This is an optimization exercise on Yosys and OpenROAD, whose aim is small area, a short achievable clock period and few clock cycles, not a production implementation. No run shown here included a check of the RTL's function; only the layout flow was run. No activity file was given, so power comes from the tool's default toggle rates.

==> flow/design.v, too long to show whole: its modules and the start of the top module <==
// module bkosc: 895 lines
module bkosc (
    input  wire        clk,
    input  wire        rst,
    input  wire        cmd_valid,
    output wire        cmd_ready,
    input  wire [31:0] cmd_data,
    output wire        rsp_valid,
    input  wire        rsp_ready,
    output wire [31:0] rsp_data,
    output wire        pls_valid,
    input  wire        pls_ready,
    output wire [2:0]  pls_chan,
    output wire [31:0] pls_time,
    output wire [31:0] pls_delta
);
  // ...
==> flow/flow/run.sh <==
#!/bin/bash
# Standard ORFS layout, with timing repair aimed at a setup margin below the clock
# period (the SDC and its 15 ns clock are unchanged).
set -euo pipefail
bash standard.sh SETUP_SLACK_MARGIN=${FLOW_SETUP_MARGIN:-9} finish > standard_flow.log 2>&1
==> flow/standard.sh <==
#!/bin/bash
# synth_recipe.tcl (not shown) runs the flow's synth.tcl, then flattens the netlist and writes it again
# the make line also repeats each setting of config.mk as NAME=value (left out here)
make -C /OpenROAD-flow-scripts/flow DESIGN_CONFIG=/design/flow/config.mk WORK_HOME=/design/flow/orfs CLKGATE_MAP_FILE= SYNTH_SCRIPT=/design/flow/synth_recipe.tcl "${@:-finish}"
==> flow/config.mk <==
export PLATFORM = sky130hd
export DESIGN_NAME = bkosc
export DESIGN_NICKNAME = bkosc
export VERILOG_FILES = /design/flow/design.v
export SDC_FILE = /design/flow/constraint.sdc
export NUM_CORES = 4
export LEC_CHECK = 0
export ABC_CLOCK_PERIOD_IN_PS = 4000
export CAP_MARGIN = 20
export CORE_MARGIN = 2
export CORE_UTILIZATION = 40
export PLACE_DENSITY = 0.6
export SLEW_MARGIN = 20
==> flow/constraint.sdc <==
create_clock -name core_clock -period 15.0 [get_ports {clk}]
set_input_delay 3.0000 -clock core_clock [delete_from_list [all_inputs] [get_ports {clk}]]
set_output_delay 3.0000 -clock core_clock [all_outputs]
set_load 0.01 [all_outputs]
==> results.toml, run 1 <==
[outcome]
status = "no timing/DRC/antenna violations"

[logic_synthesis]
synth_seq_cells = 897
synthFlopType = "edfxtp_1"
synthSimpleGateAreaFrac = 0.138
synth_top_family_by_area = "adder cells"
ys_warn_count = 2

[layout]
dominant_cells = "multi-input gates"
sh_seq_area = 0.379
nNetsFinal = 6304
bufAreaShareNonClock = 0.0392

[global_route]
grt_max_degree = 114
gr-max-usage-layer = "met2"
met3_usage = 0.0409
grtUsageMet2 = 0.374

[placement]
pre_cts_ws_ps = 8190
place_congestion = 0.909

[routing]
first_iter_violations = 4953
drtPass1Iterations = 6

[critical_path]
timing.rr.end = "kps[20]"
reg2reg_from = "sl_op[1]"
endpoint = "cmd_ready"
critPathKind = "flip-flop to output pin"
cp.required_ps = 12000

[min_path]
hp-class = "flip-flop to flip-flop"

[timing]
rsz0062_at_grt = "true"

[flow_run]
cap_violations = 0

[power_and_ir_drop]
p_int_uw = 5560
pwr-share-comb = 0.345

[die]
rows = 141
==> run 2, diff against run 1 <==
--- a/flow/design.v
+++ b/flow/design.v
@@ -21,16 +21,17 @@
     localparam [2:0] C_ATTR = 3'd6, C_VALUE = 3'd5, C_STATE = 3'd4, C_NCH = 3'd3;
     reg        attached;
     reg [3:0]  nch;
     reg [2:0]  waveform;
     reg [3:0]  duty;
     reg [30:0] period;
     reg [14:0] volume [0:7];
     reg signed [15:0] last [0:7];
+    reg [7:0]  lz;          
     reg [32:0] g_t;         
     reg [4:0]  g_p;         
     reg [14:0] g_l;         
     reg        sl_full;
     reg [1:0]  sl_cnt;
     reg [3:0]  sl_op;
     reg [7:0]  sl_key;
     reg        sl_rsv;
@@ -47,50 +48,50 @@
     reg        g_as;        
     reg [14:0] g_am;
     reg [32:0] end_r;
     reg        is_end;
     reg [32:0] t0;
     reg [4:0]  p0;
     reg [14:0] l0;
     reg [3:0]  k0;
-    reg [35:0] kps, kpc;    
+    reg [35:0] kp;          
     reg [35:0] k0p;         
     reg        as0;
     reg [14:0] am0;
     reg        m_v;
     reg [2:0]  m_ch;
     reg [31:0] m_t;
     reg        m_s;
     reg [14:0] m_xh, m_yh;   
     reg        m_c15;        
     reg        m_lonz;       
     reg [14:0] vol_cur;      
     reg        o_v;
     reg [2:0]  o_ch;
     reg [31:0] o_t;
     reg [16:0] o_d;
-    reg        s_v;
-    reg [2:0]  s_ch;
-    reg [31:0] s_t;
-    reg [16:0] s_d;
     reg        r_v;
     reg [31:0] r_d;
+    reg        r_two;
+    reg        r_zero;
+    reg [4:0]  r_key;
     reg        q_v;         
-    reg [31:0] q_d;
+    reg [2:0]  q_code;
+    reg        q_two;
+    reg        q_zero;
+    reg [4:0]  q_key;
     assign rsp_valid = r_v;
     assign rsp_data  = r_d;
     assign pls_valid = o_v;
     assign pls_chan  = o_ch;
     assign pls_time  = o_t;
     assign pls_delta = {{15{o_d[16]}}, o_d};
-    wire stall = s_v | (r_v & run_rsp);
-    wire o_load = ~o_v | pls_ready;
-    wire e_two = (sl_op == OP_GET_ATTR) || (sl_op == OP_GET_PTR);
-    wire exec  = sl_full & (r_st == R_IDLE) & ~run_rsp & ~q_v & ~(r_v & e_two);
+    wire stall = (o_v & ~pls_ready) | (r_v & run_rsp);
+    wire exec  = sl_full & (r_st == R_IDLE) & ~run_rsp & ~q_v & ~(r_v & r_two);
     assign cmd_ready = ~sl_full | exec;
     function [1:0] op_words(input [3:0] o);
         case (o)
             4'h1, 4'h3, 4'h8, 4'hA, 4'hB: op_words = 2'd1;
             4'h5, 4'h6: op_words = 2'd2;
             default: op_words = 2'd0;
         endcase
     endfunction
@@ -121,38 +122,80 @@
     wire [14:0] vol_c   = val_neg ? 15'd0 : (val > 32'sd32767) ? 15'd32767 : val[14:0];
     wire [32:0] endv    = {sl_w2b0, sl_w1};
     wire        time_ok = ~sl_w2hi & (~sl_w2b0 | (sl_w1 == 32'd0));
     wire        has_steps = (g_t < endv);
     wire        run_cmd   = ~hdr_bad & ((op == OP_RUN) | (op == OP_END));
     wire        run_start = exec & run_cmd & attached & time_ok & has_steps;
     wire gen_on   = (r_st == R_GEN) & ~stall;
     wire gen_step = gen_on | run_start;
-    wire [3:0] k_eff = ((r_st == R_GEN) | exec) ? g_k : 4'd0;
-    wire [4:0] p_sum = g_p + {1'b0, k_eff};
+    function [15:0] amp_of(input [4:0] p, input lb, input [2:0] wf, input [3:0] d);
+        reg [3:0] ti, si;
+        reg [2:0] tj;
+        reg [14:0] tm, sm, wm;
+        begin
+            ti = p[4] ? ~p[3:0] : p[3:0];
+            tj = ti[3] ? ti[2:0] : ~ti[2:0];
+            si = p[3] ? (4'd0 - p[3:0]) : p[3:0];
+            case (tj)
+                3'd0: tm = 15'd2184;
+                3'd1: tm = 15'd6553;
+                3'd2: tm = 15'd10922;
+                3'd3: tm = 15'd15291;
+                3'd4: tm = 15'd19660;
+                3'd5: tm = 15'd24029;
+                3'd6: tm = 15'd28398;
+                default: tm = 15'd32767;
+            endcase
+            case (si)
+                4'd0: sm = 15'd0;
+                4'd1: sm = 15'd6393;
+                4'd2: sm = 15'd12539;
+                4'd3: sm = 15'd18204;
+                4'd4: sm = 15'd23170;
+                4'd5: sm = 15'd27245;
+                4'd6: sm = 15'd30273;
+                4'd7: sm = 15'd32137;
+                default: sm = 15'd32767;
+            endcase
+            case (p[2:0])
+                3'd0, 3'd6: wm = 15'd32767;
+                3'd1, 3'd5: wm = 15'd21844;
+                3'd2, 3'd4: wm = 15'd10922;
+                default:    wm = 15'd0;
+            endcase
+            case (wf)
+                WF_SQUARE:   amp_of = {~(p[3:0] < d), 15'd32767};
+                WF_TRIANGLE: amp_of = {~ti[3], tm};
+                WF_NOISE:    amp_of = {~lb, 15'd32767};
+                WF_SAWTOOTH: amp_of = {(p[2:0] < 3'd3), wm};
+                default:     amp_of = {p[4], sm};
+            endcase
+        end
+    endfunction
+    wire [4:0] p_sum = g_p + {1'b0, g_k};
     reg  [4:0] p_n;
     always @(*) begin
         case (waveform)
             WF_SQUARE:   p_n = {1'b0, p_sum[3:0]};
             WF_NOISE:    p_n = {2'b0, p_sum[2:0]};
-            WF_SAWTOOTH: p_n = (k_eff != 4'd0 && g_p == 5'd6) ? 5'd0 : p_sum;
+            WF_SAWTOOTH: p_n = (g_p == 5'd6) ? 5'd0 : p_sum;
             default:     p_n = p_sum;
         endcase
     end
     wire [22:0] s_seq;
     assign s_seq[14:0] = g_l;
     genvar gi;
     generate for (gi = 0; gi < 8; gi = gi + 1) begin : g_lx
         assign s_seq[15 + gi] = s_seq[gi] ^ s_seq[gi + 1];
     end endgenerate
     reg [14:0] l_n;
     always @(*) begin
         if (waveform != WF_NOISE) l_n = g_l;
-        else case (k_eff)
-            4'd0: l_n = g_l;
+        else case (g_k)
             4'd1: l_n = s_seq[15:1];
             4'd2: l_n = s_seq[16:2];
             4'd3: l_n = s_seq[17:3];
             4'd4: l_n = s_seq[18:4];
             4'd5: l_n = s_seq[19:5];
             4'd6: l_n = s_seq[20:6];
             4'd7: l_n = s_seq[21:7];
             default: l_n = s_seq[22:8];
@@ -167,89 +210,54 @@
             else if (s_seq[ri + 3] != s_seq[ri]) rl[ri] = 4'd3;
             else if (s_seq[ri + 4] != s_seq[ri]) rl[ri] = 4'd4;
             else if (s_seq[ri + 5] != s_seq[ri]) rl[ri] = 4'd5;
             else if (s_seq[ri + 6] != s_seq[ri]) rl[ri] = 4'd6;
             else if (s_seq[ri + 7] != s_seq[ri]) rl[ri] = 4'd7;
             else                                 rl[ri] = 4'd8;
         end
     end
-    wire [3:0] nk = (k_eff > 4'd8) ? 4'd8 : rl[k_eff];
-    wire       sq_lo  = (g_p[3:0] < duty);
-    wire [3:0] sq_k   = (k_eff == 4'd0) ? (sq_lo ? (duty - g_p[3:0]) : (4'd0 - g_p[3:0]))
-                                        : (sq_lo ? (4'd0 - duty) : duty);
-    reg [3:0] k_n;
+    wire [3:0] nk = (g_k > 4'd8) ? 4'd8 : rl[g_k];
+    wire       sq_lo = (g_p[3:0] < duty);
+    reg [3:0] k_n, k_i;
     always @(*) begin
         case (waveform)
-            WF_SQUARE:   k_n = sq_k;
+            WF_SQUARE:   k_n = sq_lo ? (4'd0 - duty) : duty;
             WF_TRIANGLE: k_n = (p_n[3:0] == 4'hf) ? 4'd2 : 4'd1;
             WF_NOISE:    k_n = nk;
             default:     k_n = 4'd1;
         endcase
-    end
-    reg        as_n;
-    reg [14:0] am_n;
-    wire [3:0] tri_i = p_n[4] ? ~p_n[3:0] : p_n[3:0];
-    wire [2:0] tri_j = tri_i[3] ? tri_i[2:0] : ~tri_i[2:0];
-    wire [3:0] sin_i = p_n[3] ? (4'd0 - p_n[3:0]) : p_n[3:0];
-    reg  [14:0] tri_m, sin_m, saw_m;
-    always @(*) begin
-        case (tri_j)
-            3'd0: tri_m = 15'd2184;
-            3'd1: tri_m = 15'd6553;
-            3'd2: tri_m = 15'd10922;
-            3'd3: tri_m = 15'd15291;
-            3'd4: tri_m = 15'd19660;
-            3'd5: tri_m = 15'd24029;
-            3'd6: tri_m = 15'd28398;
-            default: tri_m = 15'd32767;
-        endcase
-        case (sin_i)
-            4'd0: sin_m = 15'd0;
-            4'd1: sin_m = 15'd6393;
-            4'd2: sin_m = 15'd12539;
-            4'd3: sin_m = 15'd18204;
-            4'd4: sin_m = 15'd23170;
-            4'd5: sin_m = 15'd27245;
-            4'd6: sin_m = 15'd30273;
-            4'd7: sin_m = 15'd32137;
-            default: sin_m = 15'd32767;
-        endcase
-        case (p_n[2:0])
-            3'd0, 3'd6: saw_m = 15'd32767;
-            3'd1, 3'd5: saw_m = 15'd21844;
-            3'd2, 3'd4: saw_m = 15'd10922;
-            default:    saw_m = 15'd0;
-        endcase
         case (waveform)
-            WF_SQUARE:   begin as_n = ~(p_n[3:0] < duty); am_n = 15'd32767; end
-            WF_TRIANGLE: begin as_n = ~tri_i[3];          am_n = tri_m;     end
-            WF_NOISE:    begin as_n = ~l_n[0];            am_n = 15'd32767; end
-            WF_SAWTOOTH: begin as_n = (p_n[2:0] < 3'd3);  am_n = saw_m;     end
-            default:     begin as_n = p_n[4];             am_n = sin_m;     end
+            WF_SQUARE:   k_i = sq_lo ? (duty - g_p[3:0]) : (4'd0 - g_p[3:0]);
+            WF_TRIANGLE: k_i = (g_p[3:0] == 4'hf) ? 4'd2 : 4'd1;
+            WF_NOISE:    k_i = rl[0];
+            default:     k_i = 4'd1;
         endcase
     end
+    wire [15:0] amp_n = amp_of(p_n, l_n[0], waveform, duty);
+    wire [15:0] amp_i = amp_of(g_p, g_l[0], waveform, duty);
+    wire        as_n = amp_n[15];
+    wire [14:0] am_n = amp_n[14:0];
+    wire [35:0] t_n = {3'd0, g_t} + kp;
     wire [35:0] tx  = {3'd0, g_t};
     wire [35:0] ne  = ~{3'd0, (r_st == R_GEN) ? end_r : endv};
-    wire [35:0] a1 = tx ^ kps ^ kpc;
-    wire [35:0] b1 = {(tx[34:0] & kps[34:0]) | (tx[34:0] & kpc[34:0]) | (kps[34:0] & kpc[34:0]), 1'b0};
-    wire [35:0] t_n = a1 + b1;
-    wire [35:0] a2 = a1 ^ b1 ^ ne;
-    wire [35:0] b2 = {(a1[34:0] & b1[34:0]) | (a1[34:0] & ne[34:0]) | (b1[34:0] & ne[34:0]), 1'b1};
-    wire [35:0] d_n = a2 + b2;
+    wire [35:0] a1 = tx ^ kp ^ ne;
+    wire [35:0] b1 = {(tx[34:0] & kp[34:0]) | (tx[34:0] & ne[34:0]) | (kp[34:0] & ne[34:0]), 1'b1};
+    wire [35:0] d_n = a1 + b1;
     wire        ex_n = d_n[35];
-    wire [3:0]  kn_eff = g_tail ? 4'd1 : k_n;
+    wire [3:0]  kn_eff = ((r_st == R_GEN) | exec) ? (g_tail ? 4'd1 : k_n) : k_i;
     wire [35:0] qq0 = kn_eff[0] ? {5'd0, period}        : 36'd0;
     wire [35:0] qq1 = kn_eff[1] ? {4'd0, period, 1'b0}  : 36'd0;
     wire [35:0] qq2 = kn_eff[2] ? {3'd0, period, 2'b0}  : 36'd0;
     wire [35:0] qq3 = kn_eff[3] ? {2'd0, period, 3'b0}  : 36'd0;
     wire [35:0] c1a = qq0 ^ qq1 ^ qq2;
     wire [35:0] c1b = {(qq0[34:0] & qq1[34:0]) | (qq0[34:0] & qq2[34:0]) | (qq1[34:0] & qq2[34:0]), 1'b0};
     wire [35:0] kns = c1a ^ c1b ^ qq3;
     wire [35:0] knc = {(c1a[34:0] & c1b[34:0]) | (c1a[34:0] & qq3[34:0]) | (c1b[34:0] & qq3[34:0]), 1'b0};
+    wire [35:0] kp_n = kns + knc;
     wire [14:0] mm_a = g_am;
     wire [14:0] mm_b = vol_cur;
     wire mm_n1 = (mm_a[0] & mm_b[13]) ^ (mm_a[1] & mm_b[12]);
     wire mm_n2 = (mm_a[0] & mm_b[13]) & (mm_a[1] & mm_b[12]);
     wire mm_n3 = (mm_a[0] & mm_b[14]) ^ (mm_a[1] & mm_b[13]) ^ (mm_a[2] & mm_b[12]);
     wire mm_n4 = ((mm_a[0] & mm_b[14]) & (mm_a[1] & mm_b[13])) | ((mm_a[0] & mm_b[14]) & (mm_a[2] & mm_b[12])) | ((mm_a[1] & mm_b[13]) & (mm_a[2] & mm_b[12]));
     wire mm_n5 = (mm_a[3] & mm_b[11]) ^ (mm_a[4] & mm_b[10]);
     wire mm_n6 = (mm_a[3] & mm_b[11]) & (mm_a[4] & mm_b[10]);
@@ -611,29 +619,30 @@
     wire mm_n362 = (mm_n310 & mm_n311) | (mm_n310 & (mm_a[14] & mm_b[12])) | (mm_n311 & (mm_a[14] & mm_b[12]));
     wire mm_n363 = mm_n312 ^ (mm_a[13] & mm_b[14]) ^ (mm_a[14] & mm_b[13]);
     wire mm_n364 = (mm_n312 & (mm_a[13] & mm_b[14])) | (mm_n312 & (mm_a[14] & mm_b[13])) | ((mm_a[13] & mm_b[14]) & (mm_a[14] & mm_b[13]));
     wire [29:0] mm_x = {1'b0, mm_n364, mm_n362, mm_n360, mm_n358, mm_n356, mm_n354, mm_n352, mm_n350, mm_n348, mm_n346, mm_n344, mm_n342, mm_n340, mm_n338, mm_n336, mm_n334, mm_n332, mm_n330, mm_n328, mm_n326, mm_n324, mm_n322, mm_n320, mm_n318, mm_n316, mm_n314, mm_n313, (mm_a[0] & mm_b[1]), (mm_a[0] & mm_b[0])};
     wire [29:0] mm_y = {1'b0, (mm_a[14] & mm_b[14]), mm_n363, mm_n361, mm_n359, mm_n357, mm_n355, mm_n353, mm_n351, mm_n349, mm_n347, mm_n345, mm_n343, mm_n341, mm_n339, mm_n337, mm_n335, mm_n333, mm_n331, mm_n329, mm_n327, mm_n325, mm_n323, mm_n321, mm_n319, mm_n317, mm_n315, (mm_a[2] & mm_b[0]), (mm_a[1] & mm_b[0]), 1'b0};
     wire [15:0] prod_lo = {1'b0, mm_x[14:0]} + {1'b0, mm_y[14:0]};
     wire [14:0] m_hi    = m_xh + m_yh + {14'd0, m_c15};
     wire [15:0] m_level = m_s ? (~{1'b0, m_hi} + {15'd0, ~m_lonz}) : {1'b0, m_hi};
-    wire [16:0] m_delta = {m_level[15], m_level} - {last[m_ch][15], last[m_ch]};
+    wire [15:0] m_last  = lz[m_ch] ? 16'd0 : last[m_ch];
+    wire [16:0] m_delta = {m_level[15], m_level} - {m_last[15], m_last};
     reg [31:0] get_val;
     always @(*) begin
-        case ({key[4], key[3:0]})
+        case (r_key)
             5'h01: get_val = {29'd0, waveform};
             5'h02: get_val = {28'd0, duty};
             5'h03: get_val = {1'b0, period};
             5'h04: get_val = {27'd0, g_p};
             5'h05: get_val = {26'd0, pc};
             5'h06: get_val = {17'd0, volume[0]};
             5'h07: get_val = {31'd0, attached};
             5'h08: get_val = {28'd0, nch};
-            default: get_val = {17'd0, volume[key[2:0]]};
+            default: get_val = {17'd0, volume[r_key[2:0]]};
         endcase
     end
     wire [12:0] adj_hi = (r_st == R_IDLE) ? {sl_w2b0, sl_w1[31:20]} : end_r[32:20];
     wire [12:0] t_adj  = g_t[32:20] - adj_hi;
     wire fin_eff = (r_st == R_GEN) ? g_final : (nch == 4'd1);
     reg [2:0] e_code;
     reg       e_resp;
     always @(*) begin
@@ -650,50 +659,47 @@
                     if (attached && time_ok && has_steps) e_resp = 1'b0;
                 end
                 OP_RESET: e_code = 3'd0;
                 OP_ATTACH: e_code = attached ? C_STATE : (val < 1 || val > 8) ? C_NCH : 3'd0;
                 default: e_code = attached ? 3'd0 : C_STATE;
             endcase
         end
     end
+    wire       e_two  = (op == OP_GET_ATTR) || (op == OP_GET_PTR);
     wire       e_zero = hdr_bad || (op != OP_GET_ATTR) || !get_key_ok;
     wire [31:0] e_word = {{29{e_code != 3'd0}}, e_code};
-    wire        take   = r_v & rsp_ready;
-    wire        run_w  = run_rsp & no_more & ~m_v & ~s_v & o_load;
-    wire        w_one  = (exec & e_resp) | run_w;
-    wire        w_two  = exec & e_two;
-    wire [31:0] w1_d   = exec ? e_word : 32'd0;
-    wire [31:0] w2_d   = e_zero ? 32'd0 : get_val;
+    wire [31:0] q_word = {{29{q_code != 3'd0}}, q_code};
+    wire       head_free = ~r_v | (rsp_ready & ~r_two);
     wire no_more = (r_st != R_GEN) | (g_final & g_tail);
     integer i;
     always @(posedge clk) begin
         if (rst) begin
             sl_full  <= 1'b0;
             sl_cnt   <= 2'd0;
             r_st     <= R_IDLE;
             run_rsp  <= 1'b0;
             g_tail   <= 1'b0;
+            lz       <= 8'hff;
             g_ch     <= 3'd0;
             m_v      <= 1'b0;
             o_v      <= 1'b0;
-            s_v      <= 1'b0;
             r_v      <= 1'b0;
+            r_two    <= 1'b0;
             q_v      <= 1'b0;
             attached <= 1'b0;
             nch      <= 4'd0;
             waveform <= WF_SQUARE;
             duty     <= 4'd4;
             period   <= 31'h100000;
             g_t      <= 33'd0;
             g_p      <= 5'd0;
             g_l      <= 15'h0001;
             for (i = 0; i < 8; i = i + 1) begin
                 volume[i] <= 15'd0;
-                last[i]   <= 16'sd0;
             end
         end else begin
             if (exec) sl_full <= 1'b0;
             if (cmd_valid && (~sl_full | exec)) begin
                 case (sl_cnt)
                     2'd0: begin
                         sl_op  <= cmd_data[31:28];
                         sl_key <= cmd_data[27:20];
@@ -711,117 +717,122 @@
                     default: begin
                         sl_w2b0 <= cmd_data[0];
                         sl_w2hi <= (cmd_data[31:1] != 31'd0);
                         sl_cnt  <= 2'd0;
                         sl_full <= 1'b1;
                     end
                 endcase
             end
-            if (!r_v) begin
-                r_v <= w_one;
-                r_d <= w1_d;
-                q_v <= w_two;
-                q_d <= w2_d;
-            end else if (!q_v) begin
-                if (take) begin
-                    r_v <= w_one;
-                    r_d <= w1_d;
-                end else begin
-                    q_v <= w_one;
-                    q_d <= w1_d;
-                end
-            end else if (take) begin
-                r_d <= q_d;
-                q_v <= 1'b0;
-            end
-            if (run_w) run_rsp <= 1'b0;
-            if (o_load) begin
-                if (s_v) begin
-                    o_v  <= 1'b1;
-                    o_ch <= s_ch;
-                    o_t  <= s_t;
-                    o_d  <= s_d;
-                end else begin
-                    o_v  <= m_v && !stall && (m_delta != 17'd0);
-                    o_ch <= m_ch;
-                    o_t  <= m_t;
-                    o_d  <= m_delta;
-                end
-            end
-            if (s_v) begin
-                if (o_load) s_v <= 1'b0;
-            end else begin
-                s_v  <= m_v && !stall && (m_delta != 17'd0) && !o_load;
-                s_ch <= m_ch;
-                s_t  <= m_t;
-                s_d  <= m_delta;
+            if (r_v && rsp_ready && r_two) begin
+                r_two <= 1'b0;
+                r_d   <= r_zero ? 32'd0 : get_val;
+            end else if (head_free) begin
+                if (q_v) begin
+                    q_v    <= 1'b0;
+                    r_v    <= 1'b1;
+                    r_d    <= q_word;
+                    r_two  <= q_two;
+                    r_zero <= q_zero;
+                    r_key  <= q_key;
+                end else if (exec && e_resp) begin
+                    r_v    <= 1'b1;
+                    r_d    <= e_word;
+                    r_two  <= e_two;
+                    r_zero <= e_zero;
+                    r_key  <= {key[4], key[3:0]};
+                end else if (run_rsp && no_more && !m_v && (!o_v || pls_ready)) begin
+                    run_rsp <= 1'b0;
+                    r_v     <= 1'b1;
+                    r_d     <= 32'd0;
+                    r_two   <= 1'b0;
+                end else
+                    r_v <= 1'b0;
+            end else if (exec && e_resp) begin
+                q_v    <= 1'b1;
+                q_code <= e_code;
+                q_two  <= e_two;
+                q_zero <= e_zero;
+                q_key  <= {key[4], key[3:0]};
             end
             if (!stall) begin
-                if (m_v) last[m_ch] <= m_level;
+                o_v  <= m_v && (m_delta != 17'd0);
+                o_ch <= m_ch;
+                o_t  <= m_t;
+                o_d  <= m_delta;
+                if (m_v) begin
+                    last[m_ch] <= m_level;
+                    lz[m_ch]   <= 1'b0;
+                end
                 m_v    <= gen_step && !g_tail;
                 m_ch   <= g_ch;
                 m_t    <= g_t[31:0];
                 m_s    <= g_as;
                 m_xh   <= mm_x[29:15];
                 m_yh   <= mm_y[29:15];
                 m_c15  <= prod_lo[15];
                 m_lonz <= (prod_lo[14:0] != 15'd0);
             end
             if (r_st != R_GEN) begin
-                g_k  <= k_n;
-                kps  <= kns;
-                kpc  <= knc;
-                g_as <= as_n;
-                g_am <= am_n;
+                g_k  <= k_i;
+                kp   <= kp_n;
+                g_as <= amp_i[15];
+                g_am <= amp_i[14:0];
             end
             if (r_st != R_GEN) vol_cur <= volume[0];
+            if (r_st == R_IDLE) begin
+                is_end <= (op == OP_END);
+                end_r  <= endv;
+                t0     <= g_t;
+                p0     <= g_p;
+                l0     <= g_l;
+                k0     <= g_k;
+                k0p    <= kp;
+                as0    <= g_as;
+                am0    <= g_am;
+            end
             if (gen_step && !ex_n && !fin_eff) vol_cur <= volume[g_ch + 3'd1];
             if (gen_step) begin
                 if (ex_n) begin
                     g_t  <= t_n[32:0];
                     g_p  <= p_n;
                     g_l  <= l_n;
                     g_k  <= kn_eff;
-                    kps  <= kns;
-                    kpc  <= knc;
+                    kp   <= kp_n;
                     g_as <= as_n;
                     g_am <= am_n;
                 end else if (!fin_eff) begin
                     g_ch    <= g_ch + 3'd1;
                     g_final <= ({1'b0, g_ch} + 4'd2 == nch);
                     g_tail  <= 1'b0;
                     if (r_st == R_GEN) begin
                         g_t  <= t0;
                         g_p  <= p0;
                         g_l  <= l0;
                         g_k  <= k0;
-                        kps  <= k0p;
-                        kpc  <= 36'd0;
+                        kp   <= k0p;
                         g_as <= as0;
                         g_am <= am0;
                     end else begin
                         g_k  <= g_k;
-                        kps  <= kps;
-                        kpc  <= kpc;
+                        kp   <= kp;
                         g_as <= g_as;
                         g_am <= g_am;
                     end
                 end else if (g_k == 4'd1) begin
                     g_t  <= t_n[32:0];
                     g_p  <= p_n;
                     g_l  <= l_n;
                     g_ch   <= 3'd0;
                     g_tail <= 1'b0;
                     r_st   <= R_FIN;
                 end else begin
                     g_tail <= 1'b1;
                     g_k    <= 4'd1;
-                    kps    <= {5'd0, period};
-                    kpc    <= 36'd0;
+                    kp     <= {5'd0, period};
                 end
             end
             if (r_st == R_FIN) begin
                 r_st <= R_IDLE;
                 if (is_end) g_t[32:20] <= t_adj;
             end
             if (exec && !hdr_bad) begin
                 case (op)
@@ -841,55 +852,46 @@
                         end
                     end
                     OP_RUN, OP_END: begin
                         if (attached && time_ok) begin
                             if (has_steps) begin
                                 run_rsp <= 1'b1;
                                 if (!(ex_n == 1'b0 && nch == 4'd1 && g_k == 4'd1))
                                     r_st <= R_GEN;
-                                is_end  <= (op == OP_END);
-                                end_r   <= endv;
                                 if (!(ex_n == 1'b0 && nch != 4'd1))
                                     g_final <= (nch == 4'd1);
-                                t0      <= g_t;
-                                p0      <= g_p;
-                                l0      <= g_l;
-                                k0      <= g_k;
-                                k0p     <= kps + kpc;
-                                as0     <= g_as;
-                                am0     <= g_am;
                             end else if (op == OP_END)
                                 g_t[32:20] <= t_adj;
                         end
                     end
                     OP_RESET: begin
                         g_t <= 33'd0;
                         g_p <= 5'd0;
                         g_l <= 15'h0001;
-                        for (i = 0; i < 8; i = i + 1) last[i] <= 16'sd0;
+                        lz <= 8'hff;
                     end
                     OP_ATTACH: begin
                         if (!attached && val >= 1 && val <= 8) begin
                             attached <= 1'b1;
                             nch      <= val[3:0];
                             g_t <= 33'd0;
                             g_p <= 5'd0;
                             g_l <= 15'h0001;
-                            for (i = 0; i < 8; i = i + 1) last[i] <= 16'sd0;
+                            lz <= 8'hff;
                         end
                     end
                     OP_DETACH: begin
                         if (attached) begin
                             attached <= 1'b0;
                             nch      <= 4'd0;
                             g_t <= 33'd0;
                             g_p <= 5'd0;
                             g_l <= 15'h0001;
-                            for (i = 0; i < 8; i = i + 1) last[i] <= 16'sd0;
+                            lz <= 8'hff;
                         end
                     end
                     default: ;
                 endcase
             end
         end
     end
 endmodule
==> flow/flow/run.sh (replaced) <==
#!/bin/bash
# Standard ORFS layout, with timing repair aimed at a setup margin below the clock
# period (the SDC and its 15 ns clock are unchanged).
set -euo pipefail
bash standard.sh SETUP_SLACK_MARGIN=${FLOW_SETUP_MARGIN:-10} finish > standard_flow.log 2>&1
==> run 2 against run 1 <==
  * Still clean on timing, DRC and antenna
  * Wire length shrank 5.7%
  * Largest power group unchanged
  * Sequential share of layout area shrank 2.9 points
  * Combinational power shrank 4%
==> results.toml, run 2 <==
[outcome]
status = "no timing/DRC/antenna violations"

[timing]
clock_skew_ps = 66.6
holdWs_ps = 412
worst_pin_slew_ps = 1130
slew_headroom = 0.249
slew_violations = 0
max_freq_mhz = 163
finalSetupViolations = 0
fin_ws_ps = 8880
fin_crit_ps = 6120
fin_crit_sh = 0.408
rsz0062_at_grt = "true"
finalSetupTns_ps = 0
finalHoldViolCount = 0

[logic_synthesis]
synth_seq_cells = 801
ys_top_cells_by_area = "edfxtp_1 38%, fa_1 10%, ha_1 5.9%"
synthFlopType = "edfxtp_1"
syn-instance-count = 5127
yosysTopAreaCellShare = 0.378
syn_nets = 5685
yosys-top-cells-count = "676 x edfxtp_1, 503 x nand2_1, 437 x inv_1"
synth_area_sq_mm = 0.0537
synth_edf_count = 676
syn_area_per_cell_sq_um = 10.5
ys_seq_area_frac = 0.424
yosys.area.top_type = "edfxtp_1"
ys_warn_count = 2
synthMostInstantiatedCell = "edfxtp_1"
ys_async_sr_fraction = 0
netlist-cell-type-count = 99

[placement]
dp.cells = 6830
io_buffers = 138
pre_cts_ws_ps = 7790
place_congestion = 0.922
dpl.hpwl_um = 117000

[routing]
vias = 42600
drcViolationCount = 0
routed_wl_um = 176000
drtPass1Iterations = 9
wl_per_cell_um = 24.1
ant_nets = 0
first_iter_violations = 3985
via_per_inst = 5.84

[die]
rows = 134
die_w_um = 371
io-pin-count = 139
initial_core_util = 0.403
die_area_sq_mm = 0.137
die_h_um = 371
core_sq_mm = 0.133

[critical_path]
critPathLaunchType = "flip-flop"
timing.rr.end = "kp[5]"
arrival_ps = 6530
endpoint = "kp[5]"
path_max_fanout = 6
critPathSlowestCell = "or4_4"
reg2reg_slack_ps = 8880
reg2reg_from = "g_l[11]"
cp_slowest_stage_delay_ps = 540
crit_start = "g_l[11]"
reg2regPathDepth = 31
cp.required_ps = 15410
critPathKind = "flip-flop to flip-flop"
crit_top_cell = "buf_6"
cp-end-kind = "flip-flop"

[cts]
cts_buffer_depth = 3
htreeDepth = 3
cts_root_buf = "clkbuf_16"
clock_sinks = 801
cts_tree = "done"
cts_buffers = 92
clk_latency_ps = 740
clk_pin_slew_ps = 60

[layout]
largest_reg_flops = 128
final_common_cell = "edfxtp_1"
syn_to_final_growth_pct = 21.6
final_cell_mix = "676 x edfxtp_1, 468 x nand2_1, 412 x inv_1"
max_flop_register = "last"
final_layout_size_suffix_gt1_frac = 0.190
nNetsFinal = 6002
final_cells = 7293
reg_top3 = "last: 128 flops, volume: 120 flops"

[min_path]
hp-class = "flip-flop to flip-flop"

[global_route]
grt_antenna_before_repair = 2
grt_pass1_vias = 42100
grt_usage = 0.252
grt_max_degree = 68
overflow = 0
grt_pass1_wl_um = 264000

[power_and_ir_drop]
powerDensity_mw_per_mm2 = 123
p_leak_uw = 0.0253
ir_drop_mv = 0.168
power.total_uw = 8050

[flow_run]
cap_violations = 0
run 2: cell types whose count changed in the layout (fill, tap and decap cells not counted), sizes merged, moves of 34 or more:
cell,previous run,this run
edfxtp,732,676
nor2b,39,73
nor2,560,404
and2,311,188
buf,153,363
inv,502,433
dfxtp,165,125
a21o,85,47
nand2,410,503
run 2: how the worst min path moves through the flow:
stage                   end    start  depth (start not counted)
floorplan            o_t[0]   m_t[0]                          0
global placement     o_t[5]   m_t[5]                          0
detailed placement  o_t[17]  m_t[17]                          0
CTS                 o_t[17]  m_t[17]                          0
global route        o_t[18]  m_t[18]                          0
finish              o_t[17]  m_t[17]                          0
run 2: layout make-up:
cell class,instances,area (sq um)
Sequential cell,801,22900
Multi-Input combinational cell,3602,30300
Timing Repair Buffer,507,5000
Clock buffer,118,2470
Fill cell,12000,68100
Clock inverter,56,757
Tap cell,1768,2210
Antenna cell,1,2.50
Inverter,438,1690
Timing Repair inverter,2,10.0
run 2: cells by family (layout without fill, tap and decap cells):
group,count (synthesis),after routing,share of synthesized area
and+or+nand+nor,1553,1556,0.138
AOI/OAI and AO/OA,1180,1182,0.143
DFF,801,801,0.424
buffers and inverters,729,1121,0.0529
adders and majority gates,521,521,0.159
muxes,199,199,0.0601
xor gates and xnor gates,144,144,0.0235
other,0,1,0
run 2: through the flow:
stage,util,instance area (sq um)
3_5_place_dp,0.431,57500
3_3_place_gp,0.431,57500
2_1_floorplan,-,54500
6_report,0.490,65400
5_1_grt,0.490,65400
4_1_cts,0.479,63900
run 2: where the power goes:
group | switching (uW) | internal (uW) | total (uW)
registers | 62.8 | 2770 | 2830
logic | 1590 | 1220 | 2810
clock network | 991 | 1420 | 2410
run 2: metal layers:
metal,up-vias,global-route usage,share of wire,wire length [um]
met2,1812,0.410,0.47,82000
met4,4,0.121,0.053,9350
met3,382,0.0435,0.077,13500
met5,-,0,0.00014,24
li1,19100,-,-,-
met1,21300,0.327,0.40,71000
run 2: worst max-delay path, delay by kind of cell (launching register included):
kind                       cells  cell delay [ps]
adders and majority gates      4             1430
and+or+nand+nor                5             1150
xor gates and xnor gates       1              140
buffers and inverters         14             1610
DFF                            1              360
AOI/OAI and AO/OA              6              890
muxes                          1              230
run 2: what timing repair did:
action | in CTS | in global routing
hold endpoints to repair | 0 | 0
endpoints found under the setup margin | 362 | 302
hold buffers | 0 | 0
pin swaps | 106 | 127
cloned | 15 | 5
gates resized for setup | 336 | 154
setup buffers | 193 | 75

==> re-timing with driven ports <==
No port has a modelled driver above. Below, the same layouts with a new extraction and two added sets of constraints.
Step 1: set_driving_cell puts a clkbuf_16 on clk and a buf_2 on each other input, an assumption about the parent block.
Step 2 moves the port delays by t, midway between the first and last clock arrival at a register: inputs arrive t later, outputs are due t later. That takes back most of the time a late clock gives input paths.
Three values: no drivers, after step 1, after step 2; two values: the first two.
run	t (ns)	setup WS [ns]	latest minus earliest clock arrival (ns)	worst data-port slew with drivers (ns)	cell pins on the clock port's net
run 1	0.778	9.044 / 8.974 / 8.504	0.061 / 0.061	0.11	1
run 2	0.785	8.882 / 8.882 / 8.882	0.067 / 0.067	0.12	1
After both steps every run listed still meets setup and hold. For run 1, which loses most, drivers alone change the setup slack by -0.070 ns; drivers and shift together by -0.540 ns.
